Context: an optimization exercise on an open-source flow, tuned for small area. The choices shown serve that exercise and are no tape-out recipe.
For this run, only the layout was checked, not whether the RTL still works.
Power is estimated from default activity; no workload was simulated.

==> design/flow/design.v <==
module mb_crc16_step (
    input  wire [15:0] crc_in,
    input  wire [7:0]  data,
    output reg  [15:0] crc_out
);
    integer i;
    always @(*) begin
        crc_out = crc_in ^ {8'h00, data};
        for (i = 0; i < 8; i = i + 1)
            crc_out = crc_out[0] ? ((crc_out >> 1) ^ 16'hA001) : (crc_out >> 1);
    end
endmodule
module mb_regfile (
    input  wire         clk,
    input  wire         rst,
    input  wire         host_we,
    input  wire [1:0]   host_bank,
    input  wire [15:0]  host_addr,
    input  wire [15:0]  host_wdata,
    output reg  [15:0]  host_rdata,
    input  wire         coil_we,
    input  wire [5:0]   coil_waddr,
    input  wire         coil_wdata,
    input  wire         hr_we,
    input  wire [3:0]   hr_waddr,
    input  wire [15:0]  hr_wdata,
    output reg  [63:0]  di,
    output reg  [63:0]  coil,
    output wire [255:0] ir_flat,
    output wire [255:0] hr_flat
);
    localparam BANK_DI = 2'd0, BANK_COIL = 2'd1, BANK_IR = 2'd2, BANK_HR = 2'd3;
    reg [15:0] ir [0:15];
    reg [15:0] hr [0:15];
    wire bit_in_range  = (host_addr < 16'd64);
    wire word_in_range = (host_addr < 16'd16);
    wire host_bit      = (host_wdata != 16'd0);
    integer k;
    always @(posedge clk) begin
        if (rst) begin
            di   <= 64'd0;
            coil <= 64'd0;
            for (k = 0; k < 16; k = k + 1) begin
                ir[k] <= 16'd0;
                hr[k] <= 16'd0;
            end
        end else begin
            if (host_we) begin
                case (host_bank)
                    BANK_DI:   if (bit_in_range)  di[host_addr[5:0]]   <= host_bit;
                    BANK_COIL: if (bit_in_range)  coil[host_addr[5:0]] <= host_bit;
                    BANK_IR:   if (word_in_range) ir[host_addr[3:0]]   <= host_wdata;
                    BANK_HR:   if (word_in_range) hr[host_addr[3:0]]   <= host_wdata;
                endcase
            end
            if (coil_we)
                coil[coil_waddr] <= coil_wdata;
            if (hr_we)
                hr[hr_waddr] <= hr_wdata;
        end
    end
    always @(*) begin
        host_rdata = 16'd0;
        case (host_bank)
            BANK_DI:   if (bit_in_range)  host_rdata = {15'd0, di[host_addr[5:0]]};
            BANK_COIL: if (bit_in_range)  host_rdata = {15'd0, coil[host_addr[5:0]]};
            BANK_IR:   if (word_in_range) host_rdata = ir[host_addr[3:0]];
            BANK_HR:   if (word_in_range) host_rdata = hr[host_addr[3:0]];
        endcase
    end
    genvar g;
    generate
        for (g = 0; g < 16; g = g + 1) begin : g_flat
            assign ir_flat[16*g +: 16] = ir[g];
            assign hr_flat[16*g +: 16] = hr[g];
        end
    endgenerate
endmodule
module mbslave_rtu (
    input  wire        clk,
    input  wire        rst,
    input  wire [7:0]  slave_id,
    input  wire [7:0]  handler_en,
    input  wire        rx_valid,
    input  wire [7:0]  rx_data,
    input  wire        rx_eof,
    output wire        tx_valid,
    output reg  [7:0]  tx_data,
    output wire        tx_last,
    input  wire        tx_ready,
    output wire        busy,
    output reg  [1:0]  disp_out,
    input  wire        host_we,
    input  wire [1:0]  host_bank,
    input  wire [15:0] host_addr,
    input  wire [15:0] host_wdata,
    output wire [15:0] host_rdata
);
    localparam ACC_DEPTH = 265;
    localparam D_UNADDRESSED = 2'd0, D_PARSE_FAILED = 2'd1,
               D_DISPATCHED  = 2'd2, D_BROADCAST    = 2'd3;
    localparam S_RX       = 4'd0,
               S_DEC      = 4'd1,
               S_CRC      = 4'd2,
               S_CHK_LO   = 4'd3,
               S_CHK_HI   = 4'd4,
               S_EXEC     = 4'd5,
               S_WR_COILS = 4'd6,
               S_WR_REGS0 = 4'd7,
               S_WR_REGS1 = 4'd8,
               S_TX       = 4'd9;
    localparam R_READ = 2'd0, R_WRITE = 2'd1, R_EXC = 2'd2;
    reg [3:0]  state;
    reg [7:0]  acc [0:ACC_DEPTH-1];
    reg [8:0]  len;           
    reg [8:0]  rd_idx;
    reg [8:0]  len_ptr;       
    wire [7:0] rd_byte = acc[rd_idx];
    always @(posedge clk) begin
        if (state == S_RX && rx_valid && len < ACC_DEPTH)
            acc[len] <= rx_data;
    end
    wire [7:0]  f_id   = acc[0];
    wire [7:0]  f_func = acc[1];
    wire [15:0] f_addr = {acc[2], acc[3]};
    wire [15:0] f_qty  = {acc[4], acc[5]};
    wire [7:0]  f_bc   = acc[6];
    wire is_rd   = (f_func >= 8'd1) && (f_func <= 8'd4);
    wire is_ws   = (f_func == 8'd5) || (f_func == 8'd6);
    wire is_wm   = (f_func == 8'd15) || (f_func == 8'd16);
    wire known   = is_rd || is_ws || is_wm;
    wire len_ok  = (is_rd || is_ws) ? (len == 9'd8) :
                   is_wm            ? (len >= 9'd7 && len == 9'd9 + {1'b0, f_bc}) :
                                      1'b0;
    reg en_bit;
    always @(*) begin
        case (f_func)
            8'd1:    en_bit = handler_en[0];
            8'd2:    en_bit = handler_en[1];
            8'd3:    en_bit = handler_en[2];
            8'd4:    en_bit = handler_en[3];
            8'd5:    en_bit = handler_en[4];
            8'd6:    en_bit = handler_en[5];
            8'd15:   en_bit = handler_en[6];
            8'd16:   en_bit = handler_en[7];
            default: en_bit = 1'b0;
        endcase
    end
    wire        is_bcast  = (f_id == 8'd255);
    wire        addressed = (f_id == slave_id) || is_bcast;
    wire [16:0] addr_end  = {1'b0, f_addr} + {1'b0, f_qty};    
    wire        bit_range_ok  = addr_end < 17'd64;
    wire        word_range_ok = addr_end < 17'd16;
    reg  [15:0] crc;
    wire [15:0] crc_rx_next;
    reg         crc_lo_ok;
    reg         crc_ok;
    mb_crc16_step u_crc_rx (.crc_in(crc), .data(rd_byte), .crc_out(crc_rx_next));
    reg         coil_we;
    reg  [5:0]  coil_waddr;
    reg         coil_wdata;
    reg         hr_we;
    reg  [3:0]  hr_waddr;
    reg  [15:0] hr_wdata;
    wire [63:0] di_bits, coil_bits;
    wire [255:0] ir_flat, hr_flat;
    mb_regfile u_regs (
        .clk(clk), .rst(rst),
        .host_we(host_we && !busy), .host_bank(host_bank), .host_addr(host_addr),
        .host_wdata(host_wdata), .host_rdata(host_rdata),
        .coil_we(coil_we), .coil_waddr(coil_waddr), .coil_wdata(coil_wdata),
        .hr_we(hr_we), .hr_waddr(hr_waddr), .hr_wdata(hr_wdata),
        .di(di_bits), .coil(coil_bits), .ir_flat(ir_flat), .hr_flat(hr_flat)
    );
    reg [1:0]  resp_kind;
    reg [7:0]  resp_func;
    reg [1:0]  resp_err;
    reg [5:0]  resp_dlen;      
    reg [5:0]  resp_len;       
    reg        reply;
    reg [5:0]  tx_idx;
    reg [15:0] tx_crc;
    wire [15:0] tx_crc_next;
    reg [6:0]  wj;             
    reg [7:0]  hr_hi;
    mb_crc16_step u_crc_tx (.crc_in(tx_crc), .data(tx_data), .crc_out(tx_crc_next));
    wire [5:0]  dk        = tx_idx - 6'd3;
    wire [63:0] bit_bank  = (f_func == 8'd1) ? coil_bits : di_bits;
    wire [255:0] word_bank = (f_func == 8'd3) ? hr_flat : ir_flat;
    wire [63:0] bit_win   = bit_bank >> (f_addr[5:0] + {dk[2:0], 3'b000});
    reg  [7:0]  bit_byte;
    integer b;
    always @(*) begin
        for (b = 0; b < 8; b = b + 1)
            bit_byte[b] = bit_win[b] && ({4'd0, dk[2:0], 3'd0} + b < f_qty);
    end
    wire [3:0]  wsel      = f_addr[3:0] + dk[4:1];
    wire [15:0] word_val  = word_bank[{wsel, 4'b0000} +: 16];
    wire [7:0]  word_byte = dk[0] ? word_val[7:0] : word_val[15:8];
    wire [7:0]  data_byte = (f_func <= 8'd2) ? bit_byte : word_byte;
    wire [6:0]  bit_qty7  = {1'b0, f_qty[5:0]} + 7'd7;
    wire [5:0]  bit_dlen  = {2'b00, bit_qty7[6:3]};       
    always @(*) begin
        if (tx_idx == resp_len - 6'd2)
            tx_data = tx_crc[7:0];
        else if (tx_idx == resp_len - 6'd1)
            tx_data = tx_crc[15:8];
        else if (tx_idx == 6'd0)
            tx_data = f_id;
        else if (tx_idx == 6'd1)
            tx_data = resp_func;
        else begin
            case (resp_kind)
                R_READ:  tx_data = (tx_idx == 6'd2) ? {2'b00, resp_dlen} : data_byte;
                R_WRITE: tx_data = acc[tx_idx[2:0]];
                default: tx_data = {6'd0, resp_err};
            endcase
        end
    end
    assign tx_valid = (state == S_TX);
    assign tx_last  = (tx_idx == resp_len - 6'd1);
    assign busy     = (state != S_RX);
    always @(*) begin
        case (state)
            S_WR_COILS: rd_idx = 9'd7 + {5'd0, wj[6:3]};
            S_WR_REGS0: rd_idx = 9'd7 + {1'b0, wj, 1'b0};
            S_WR_REGS1: rd_idx = 9'd8 + {1'b0, wj, 1'b0};
            default:    rd_idx = len_ptr;
        endcase
    end
    wire [10:0] wm_bits   = {f_bc, 3'b000};
    wire        coils_more = ({4'd0, wj} < f_qty[10:0]) && (f_qty[15:11] == 5'd0) &&
                             ({4'd0, wj} < wm_bits);
    wire        regs_more  = ({9'd0, wj} < f_qty) && ({1'b0, wj} < f_bc[7:1]);
    always @(*) begin
        coil_we    = 1'b0;
        coil_waddr = f_addr[5:0];
        coil_wdata = (f_qty != 16'd0);       
        hr_we      = 1'b0;
        hr_waddr   = f_addr[3:0];
        hr_wdata   = f_qty;                  
        case (state)
            S_EXEC: begin
                if (addressed && len >= 9'd2 && !(known && !(len_ok && crc_ok)) &&
                    known && en_bit) begin
                    if (f_func == 8'd5 && f_addr < 16'd64) coil_we = 1'b1;
                    if (f_func == 8'd6 && f_addr < 16'd16) hr_we   = 1'b1;
                end
            end
            S_WR_COILS: begin
                coil_we    = coils_more;
                coil_waddr = f_addr[5:0] + wj[5:0];
                coil_wdata = rd_byte[wj[2:0]];
            end
            S_WR_REGS1: begin
                hr_we    = 1'b1;
                hr_waddr = f_addr[3:0] + wj[3:0];
                hr_wdata = {hr_hi, rd_byte};
            end
            default: ;
        endcase
    end
    always @(posedge clk) begin
        if (rst) begin
            state     <= S_RX;
            len       <= 9'd0;
            len_ptr   <= 9'd0;
            crc       <= 16'hFFFF;
            crc_lo_ok <= 1'b0;
            crc_ok    <= 1'b0;
            disp_out  <= D_UNADDRESSED;
            resp_kind <= R_READ;
            resp_func <= 8'd0;
            resp_err  <= 2'd0;
            resp_dlen <= 6'd0;
            resp_len  <= 6'd0;
            reply     <= 1'b0;
            tx_idx    <= 6'd0;
            tx_crc    <= 16'hFFFF;
            wj        <= 7'd0;
            hr_hi     <= 8'd0;
        end else begin
            case (state)
                S_RX: begin
                    if (rx_valid && len != 9'd511)
                        len <= len + 9'd1;
                    if (rx_eof && len != 9'd0)
                        state <= S_DEC;
                end
                S_DEC: begin
                    len_ptr <= 9'd0;
                    crc     <= 16'hFFFF;
                    crc_ok  <= 1'b0;
                    if (known && len_ok)
                        state <= S_CRC;
                    else
                        state <= S_EXEC;
                end
                S_CRC: begin
                    crc     <= crc_rx_next;
                    len_ptr <= len_ptr + 9'd1;
                    if (len_ptr == len - 9'd3)
                        state <= S_CHK_LO;
                end
                S_CHK_LO: begin
                    crc_lo_ok <= (rd_byte == crc[7:0]);
                    len_ptr   <= len_ptr + 9'd1;
                    state     <= S_CHK_HI;
                end
                S_CHK_HI: begin
                    crc_ok <= crc_lo_ok && (rd_byte == crc[15:8]);
                    state  <= S_EXEC;
                end
                S_EXEC: begin
                    tx_idx    <= 6'd0;
                    tx_crc    <= 16'hFFFF;
                    wj        <= 7'd0;
                    resp_func <= f_func;
                    resp_err  <= 2'd0;
                    resp_dlen <= 6'd0;
                    resp_kind <= R_EXC;
                    resp_len  <= 6'd5;
                    reply     <= 1'b0;
                    state     <= S_RX;
                    len       <= 9'd0;       
                    if (!addressed) begin
                        disp_out <= D_UNADDRESSED;
                    end else if (len < 9'd2 || (known && !(len_ok && crc_ok))) begin
                        disp_out <= D_PARSE_FAILED;
                    end else begin
                        disp_out <= is_bcast ? D_BROADCAST : D_DISPATCHED;
                        reply    <= !is_bcast;
                        if (!(known && en_bit)) begin
                            resp_func <= f_func | 8'h80;
                            resp_err  <= 2'd1;
                            if (!is_bcast) state <= S_TX;
                        end else begin
                            case (f_func)
                                8'd1, 8'd2: begin
                                    if (!bit_range_ok) begin
                                        resp_func <= f_func | 8'h80;
                                        resp_err  <= 2'd2;
                                        if (!is_bcast) state <= S_TX;
                                    end else begin
                                        resp_kind <= R_READ;
                                        resp_dlen <= bit_dlen;
                                        resp_len  <= 6'd5 + bit_dlen;
                                        if (!is_bcast && f_qty != 16'd0)
                                            state <= S_TX;
                                    end
                                end
                                8'd3, 8'd4: begin
                                    if (!word_range_ok) begin
                                        resp_func <= f_func | 8'h80;
                                        resp_err  <= 2'd2;
                                        if (!is_bcast) state <= S_TX;
                                    end else begin
                                        resp_kind <= R_READ;
                                        resp_dlen <= {f_qty[4:0], 1'b0};
                                        resp_len  <= 6'd5 + {f_qty[4:0], 1'b0};
                                        if (!is_bcast && f_qty != 16'd0)
                                            state <= S_TX;
                                    end
                                end
                                8'd5, 8'd6: begin
                                    if ((f_func == 8'd5) ? (f_addr >= 16'd64) : (f_addr >= 16'd16)) begin
                                        resp_func <= f_func | 8'h80;
                                        resp_err  <= 2'd2;
                                    end else begin
                                        resp_kind <= R_WRITE;
                                        resp_len  <= 6'd8;
                                    end
                                    if (!is_bcast) state <= S_TX;
                                end
                                8'd15: begin
                                    if (!bit_range_ok) begin
                                        resp_func <= f_func | 8'h80;
                                        resp_err  <= 2'd2;
                                        if (!is_bcast) state <= S_TX;
                                    end else begin
                                        resp_kind <= R_WRITE;
                                        resp_len  <= 6'd8;
                                        state     <= S_WR_COILS;
                                    end
                                end
                                default: begin   
                                    if (!word_range_ok || f_bc[0]) begin
                                        resp_func <= f_func | 8'h80;
                                        resp_err  <= word_range_ok ? 2'd3 : 2'd2;
                                        if (!is_bcast) state <= S_TX;
                                    end else begin
                                        resp_kind <= R_WRITE;
                                        resp_len  <= 6'd8;
                                        state     <= S_WR_REGS0;
                                    end
                                end
                            endcase
                        end
                    end
                end
                S_WR_COILS: begin
                    wj <= wj + 7'd1;
                    if (!coils_more) begin
                        state <= reply ? S_TX : S_RX;
                    end
                end
                S_WR_REGS0: begin
                    if (regs_more) begin
                        hr_hi <= rd_byte;
                        state <= S_WR_REGS1;
                    end else if (reply) begin
                        state <= S_TX;
                    end else begin
                        state <= S_RX;
                    end
                end
                S_WR_REGS1: begin
                    wj    <= wj + 7'd1;
                    state <= S_WR_REGS0;
                end
                S_TX: begin
                    if (tx_ready) begin
                        if (tx_idx < resp_len - 6'd2)
                            tx_crc <= tx_crc_next;
                        tx_idx <= tx_idx + 6'd1;
                        if (tx_idx == resp_len - 6'd1)
                            state <= S_RX;
                    end
                end
                default: state <= S_RX;
            endcase
        end
    end
endmodule
==> design/flow/run.sh <==
#!/bin/bash
# synth_recipe.tcl (not shown) runs the flow's synth.tcl, then flattens the netlist and writes it again
# the make line also repeats each setting of config.mk as NAME=value (left out here)
make -C /OpenROAD-flow-scripts/flow DESIGN_CONFIG=/design/flow/config.mk WORK_HOME=/design/flow/orfs CLKGATE_MAP_FILE= SYNTH_SCRIPT=/design/flow/synth_recipe.tcl finish
==> design/flow/config.mk <==
export PLATFORM = sky130hd
export DESIGN_NAME = mbslave_rtu
export DESIGN_NICKNAME = mbslave_rtu
export VERILOG_FILES = /design/flow/design.v
export SDC_FILE = /design/flow/constraint.sdc
export NUM_CORES = 4
export LEC_CHECK = 0
export CAP_MARGIN = 20
export CORE_MARGIN = 2
export CORE_UTILIZATION = 40
export SLEW_MARGIN = 20
==> design/flow/constraint.sdc <==
create_clock -name core_clock -period 12.0 [get_ports {clk}]
set_input_delay 2.4000 -clock core_clock [delete_from_list [all_inputs] [get_ports {clk}]]
set_output_delay 2.4000 -clock core_clock [all_outputs]
set_load 0.01 [all_outputs]
==> summary.txt <==
critical path: cells and delay by family, from the launching register on:
kind / cells / cell delay, ns
buffers and inverters: 8 / 2.35
and+or+nand+nor: 4 / 1.46
adders and majority gates: 3 / 1.20
AOI/OAI and AO/OA: 3 / 1.16
DFF: 1 / 0.31
metrics by stage:
| stage | worst slack [ns] | total power, mW | utilization, % |
|---|---|---|---|
| floorplan | 4.224 | 12.08 | - |
| global placement | 2.842 | 12.77 | 42.00 |
| detailed placement | 3.270 | 12.80 | 42.09 |
| CTS | 2.347 | 22.48 | 45.11 |
| global route | 2.172 | 22.93 | 45.15 |
| finish | 2.131 | 22.50 | 45.17 |
per-layer routing:
layer / global-route usage (%) / vias up / wire [µm]
li1: - / 41510 / -
met1: 40.17 / 51200 / 202000
met2: 45.40 / 7483 / 236400
met3: 8.098 / 1474 / 66860
met4: 16.37 / 16 / 34470
met5: 0 / - / 106
registers in the layout, indices dropped and copies added, names as in the netlist, 2 cells and up, named ones only:
| name | flops |
|---|---|
| tx_idx | 6 |
| resp_len | 6 |
| u_regs.coil | 64 |
| resp_func | 8 |
| u_regs.ir | 256 |
| wj | 7 |
| state | 4 |
| resp_kind | 2 |
| u_regs.di | 64 |
| len | 9 |
| tx_crc | 16 |
| len_ptr | 9 |
| hr_hi | 8 |
| disp_out | 2 |
| acc | 2176 |
| crc | 16 |
| resp_err | 2 |
| u_regs.hr | 256 |
| resp_dlen | 6 |
cells in the mapped netlist (115+ instances only):
master / number / area [µm²]
sky130_fd_sc_hd__nand4_1: 118 / 738.2
sky130_fd_sc_hd__and3_1: 163 / 1020
sky130_fd_sc_hd__clkbuf_1: 407 / 1528
sky130_fd_sc_hd__mux4_2: 422 / 9504
sky130_fd_sc_hd__dfxtp_1: 235 / 4705
sky130_fd_sc_hd__nor2_1: 784 / 2943
sky130_fd_sc_hd__nand2_1: 2122 / 7965
sky130_fd_sc_hd__mux2i_1: 366 / 3664
sky130_fd_sc_hd__and2_1: 276 / 1727
sky130_fd_sc_hd__a211oi_1: 115 / 863.3
sky130_fd_sc_hd__a21oi_1: 368 / 1842
sky130_fd_sc_hd__edfxtp_1: 2688 / 80720
sky130_fd_sc_hd__a32oi_1: 120 / 1051
sky130_fd_sc_hd__nand3_1: 819 / 4099
sky130_fd_sc_hd__o21ai_0: 280 / 1401
sky130_fd_sc_hd__a31oi_1: 142 / 888.4
sky130_fd_sc_hd__buf_2: 222 / 1111
cell type report:
type	instances	area, µm²	share of cell area [%]
clock buffer	392	8481	5.526
timing repair buffer	406	3799	2.475
clock inverter	191	1784	1.163
tap	4536	5675	3.698
multi-input combinational	7265	48010	31.28
inverter	63	236.5	0.1541
sequential	2923	85420	55.66
antenna	29	72.57	0.04728
cells by family after synthesis:
group / share of synthesized area (%)
flip-flops: 62.58
adder cells (fa/ha/maj): 0.8048
AND/OR/NAND/NOR: 14.94
multiplexers: 9.872
other: 0.002747
AO/OA/AOI/OAI: 8.018
XOR/XNOR: 0.8635
buffers and inverters: 2.920
how the worst min path moves through the flow:
| stage | start | cells after the start | slack (ns) | to |
|---|---|---|---|---|
| 4_1_cts | resp_func[0]$_SDFFE_PP0P_ | 2 | 0.46 | resp_func[0]$_SDFFE_PP0P_ |
| 6_report | resp_func[0]$_SDFFE_PP0P_ | 2 | 0.47 | resp_func[0]$_SDFFE_PP0P_ |
| 3_3_place_gp | resp_func[0]$_SDFFE_PP0P_ | 2 | 0.45 | resp_func[0]$_SDFFE_PP0P_ |
| 5_1_grt | resp_func[4]$_SDFFE_PP0P_ | 2 | 0.48 | resp_func[4]$_SDFFE_PP0P_ |
| 3_5_place_dp | resp_func[0]$_SDFFE_PP0P_ | 2 | 0.45 | resp_func[0]$_SDFFE_PP0P_ |
| 2_1_floorplan | resp_err[0]$_SDFFE_PP0P_ | 2 | 0.43 | resp_err[0]$_SDFFE_PP0P_ |
report_power, final:
group / total [mW] / switching, mW / leakage (nW) / internal, mW
sequential: 11.3 / 0.110 / 26.8 / 11.2
clock: 9.86 / 4.25 / 5.04 / 5.61
combinational: 1.33 / 0.944 / 19.2 / 0.389
total: 22.5 / 5.30 / 51.0 / 17.2
==> flow_metrics.env <==
export IMPL_timing_slew_headroom_pct=11.13
export IMPL_worstRegToRegCells=20
export IMPL_ys_flop_type="sky130_fd_sc_hd__edfxtp_1"
export IMPL_fillerInstances=30230
export IMPL_synthDistinctLibCells=98
export IMPL_clock_skew_ns=0.1034
export IMPL_largest_stage_delay_on_the_critical_path_ns=0.88
export IMPL_die_width_um=588.2
export IMPL_drv_max_cap_violation_count=0
export IMPL_layout_drive_gt1_share_pct=12.51
export IMPL_final_area_um2=153500
export IMPL_drt_pass1_iter_count=9
export IMPL_timing_critical_path_mode_cell="sky130_fd_sc_hd__buf_4"
export IMPL_number_of_standard_cells_in_the_layout_taps_in_and_fillers_out=15810
export IMPL_r2r_start="state[3]$_SDFFE_PP0P_"
export IMPL_drt_vias_per_instance=6.433
export IMPL_number_of_enable_flip_flop_cells_after_synthesis=2688
export IMPL_post_cts_resized_instances=0
export IMPL_finalWeightedCongestion=1.027
export IMPL_totalNegativeSetupSlack_ns=0
export IMPL_antenna_left=0
export IMPL_nets=11130
export IMPL_critPathRequiredTime_ns=9.60
export IMPL_maxSlewViolCount=0
export IMPL_grt_antenna_before_repair=36
export IMPL_synth_cell_area_um2=136500
export IMPL_cpMaxStageDelayCell="sky130_fd_sc_hd__a311oi_1"
export IMPL_grt_pass1_wl_mm=750.2
export IMPL_endpoint="tx_data[1]"
export IMPL_hold_violations=0
export IMPL_numCtsBuffers=321
export IMPL_ys_seq_area_share_pct=62.58
export IMPL_setup_worst_path_class="register to output pin"
export IMPL_power_density_nw_per_um2=146.6
export IMPL_clkSinkCount=2923
export IMPL_ctsHoldBuffers=0
export IMPL_worstSetupEndpointType="output pin"
export IMPL_clk_path_buf_depth=4
export IMPL_asyncSetResetFlopFracSynth_pct=0
export IMPL_min_period_ns=9.869
export IMPL_hold_worst_slack_ns=0.4650
export IMPL_worst_margin_slew_ns=1.319
export IMPL_clock_root_buffer="sky130_fd_sc_hd__clkbuf_16"
export IMPL_largest_net_degree_at_the_start_of_global_routing=154
export IMPL_layout_common_cells="2688 x sky130_fd_sc_hd__edfxtp_1, 2105 x sky130_fd_sc_hd__nand2_1, 814 x sky130_fd_sc_hd__nand3_1, 739 x sky130_fd_sc_hd__nor2_1, 422 x sky130_fd_sc_hd__mux4_2"
export IMPL_post_place_cells=15190
export IMPL_timing_rr_end="u_regs.coil[19]$_SDFF_PP0_"
export IMPL_power_ir_vdd_worst_mv=0.1237
export IMPL_row_count=214
export IMPL_routed_wirelength_mm=539.8
export IMPL_outcome="finished clean"
export IMPL_areaGrowthSynthToFinish_pct=12.44
export IMPL_detail_route_iter0_violations=15760
export IMPL_crit_start="tx_idx[0]$_SDFFE_PP0P_"
export IMPL_netlist_instances=11040
export IMPL_power_static_leakage_nw=51.03
export IMPL_groute_usage_overall_pct=30.30
export IMPL_syn_area_per_cell_um2=12.37
export IMPL_die_area_um2=345900
export IMPL_timing_critical_path_from_type="register"
export IMPL_clk_pin_slew_ns=0.06
export IMPL_clock_latency_ns=0.98
export IMPL_timing_critical_path_arrival_ns=7.47
export IMPL_cts_tree="yes"
export IMPL_detailedPlacementHpwl_mm=347.1
export IMPL_place_area_um2=143000
export IMPL_floorplan_initialDensity_pct=40.17
export IMPL_io_pins=93
export IMPL_final_min_period_over_clock_period_pct=82.24
export IMPL_drc_errors=0
export IMPL_reg2reg_setup_slack_ns=2.45
export IMPL_htreeDepth=5
export IMPL_min_delay_path_class="register to register"
export IMPL_synth_yosys_warnings=3
export IMPL_overflow=0
export IMPL_port_buffers=92
export IMPL_detailroute_via_count=101700
export IMPL_postCtsSetupRepairBufs=0
export IMPL_wire_per_inst_um=34.16
export IMPL_number_of_global_route_vias_before_repair=94790
export IMPL_finalSetupViolations=0
export IMPL_die_height_um=588.2
export IMPL_synth_seq_cells=2923
export IMPL_timing_fmax_mhz=101.3
export IMPL_path_cells="buf_4 -> inv_1 -> ha_1 -> ha_1 -> inv_1 -> fa_1 -> buf_4 -> clkinv_1 -> buf_4 -> nor2_2 -> buf_4 -> a32oi_1 -> and3_1 -> a31oi_1 -> nand3_1 -> a311oi_1 -> nor2_1 -> clkdlybuf4s50_1"
export IMPL_setup_repair_after_global_routing_missed_its_margin="false"
export IMPL_coreArea_um2=339800
export IMPL_layout_commonest_cell="sky130_fd_sc_hd__edfxtp_1"
export IMPL_crit_path_max_fanout=16

==> port drivers added, routing unchanged <==
The results above use ideal ports. As a check the final layout listed here was re-extracted and re-timed, cells and wires unchanged.
Step 1 assumes that a clkbuf_16 drives the clock port and a buf_2 every other input.
Step 2 adds t to the input delays and takes it off the output delays; t is the mean of the earliest and latest rising clock arrival at the registers after step 1. Input paths then give back, and output paths get back, about the clock's delay inside the block.
Slacks: ideal / step 1 / step 2; pairs: ideal / step 1.
t, ns: 1.048
setup slack, ns: 2.131 / 2.015 / 2.445
slew at the worst register clock pin (ns): 0.07 / 0.07
After both steps setup and hold are still met in this run. The setup slack of this run moves by -0.116 ns with the drivers and by +0.314 ns with both steps.
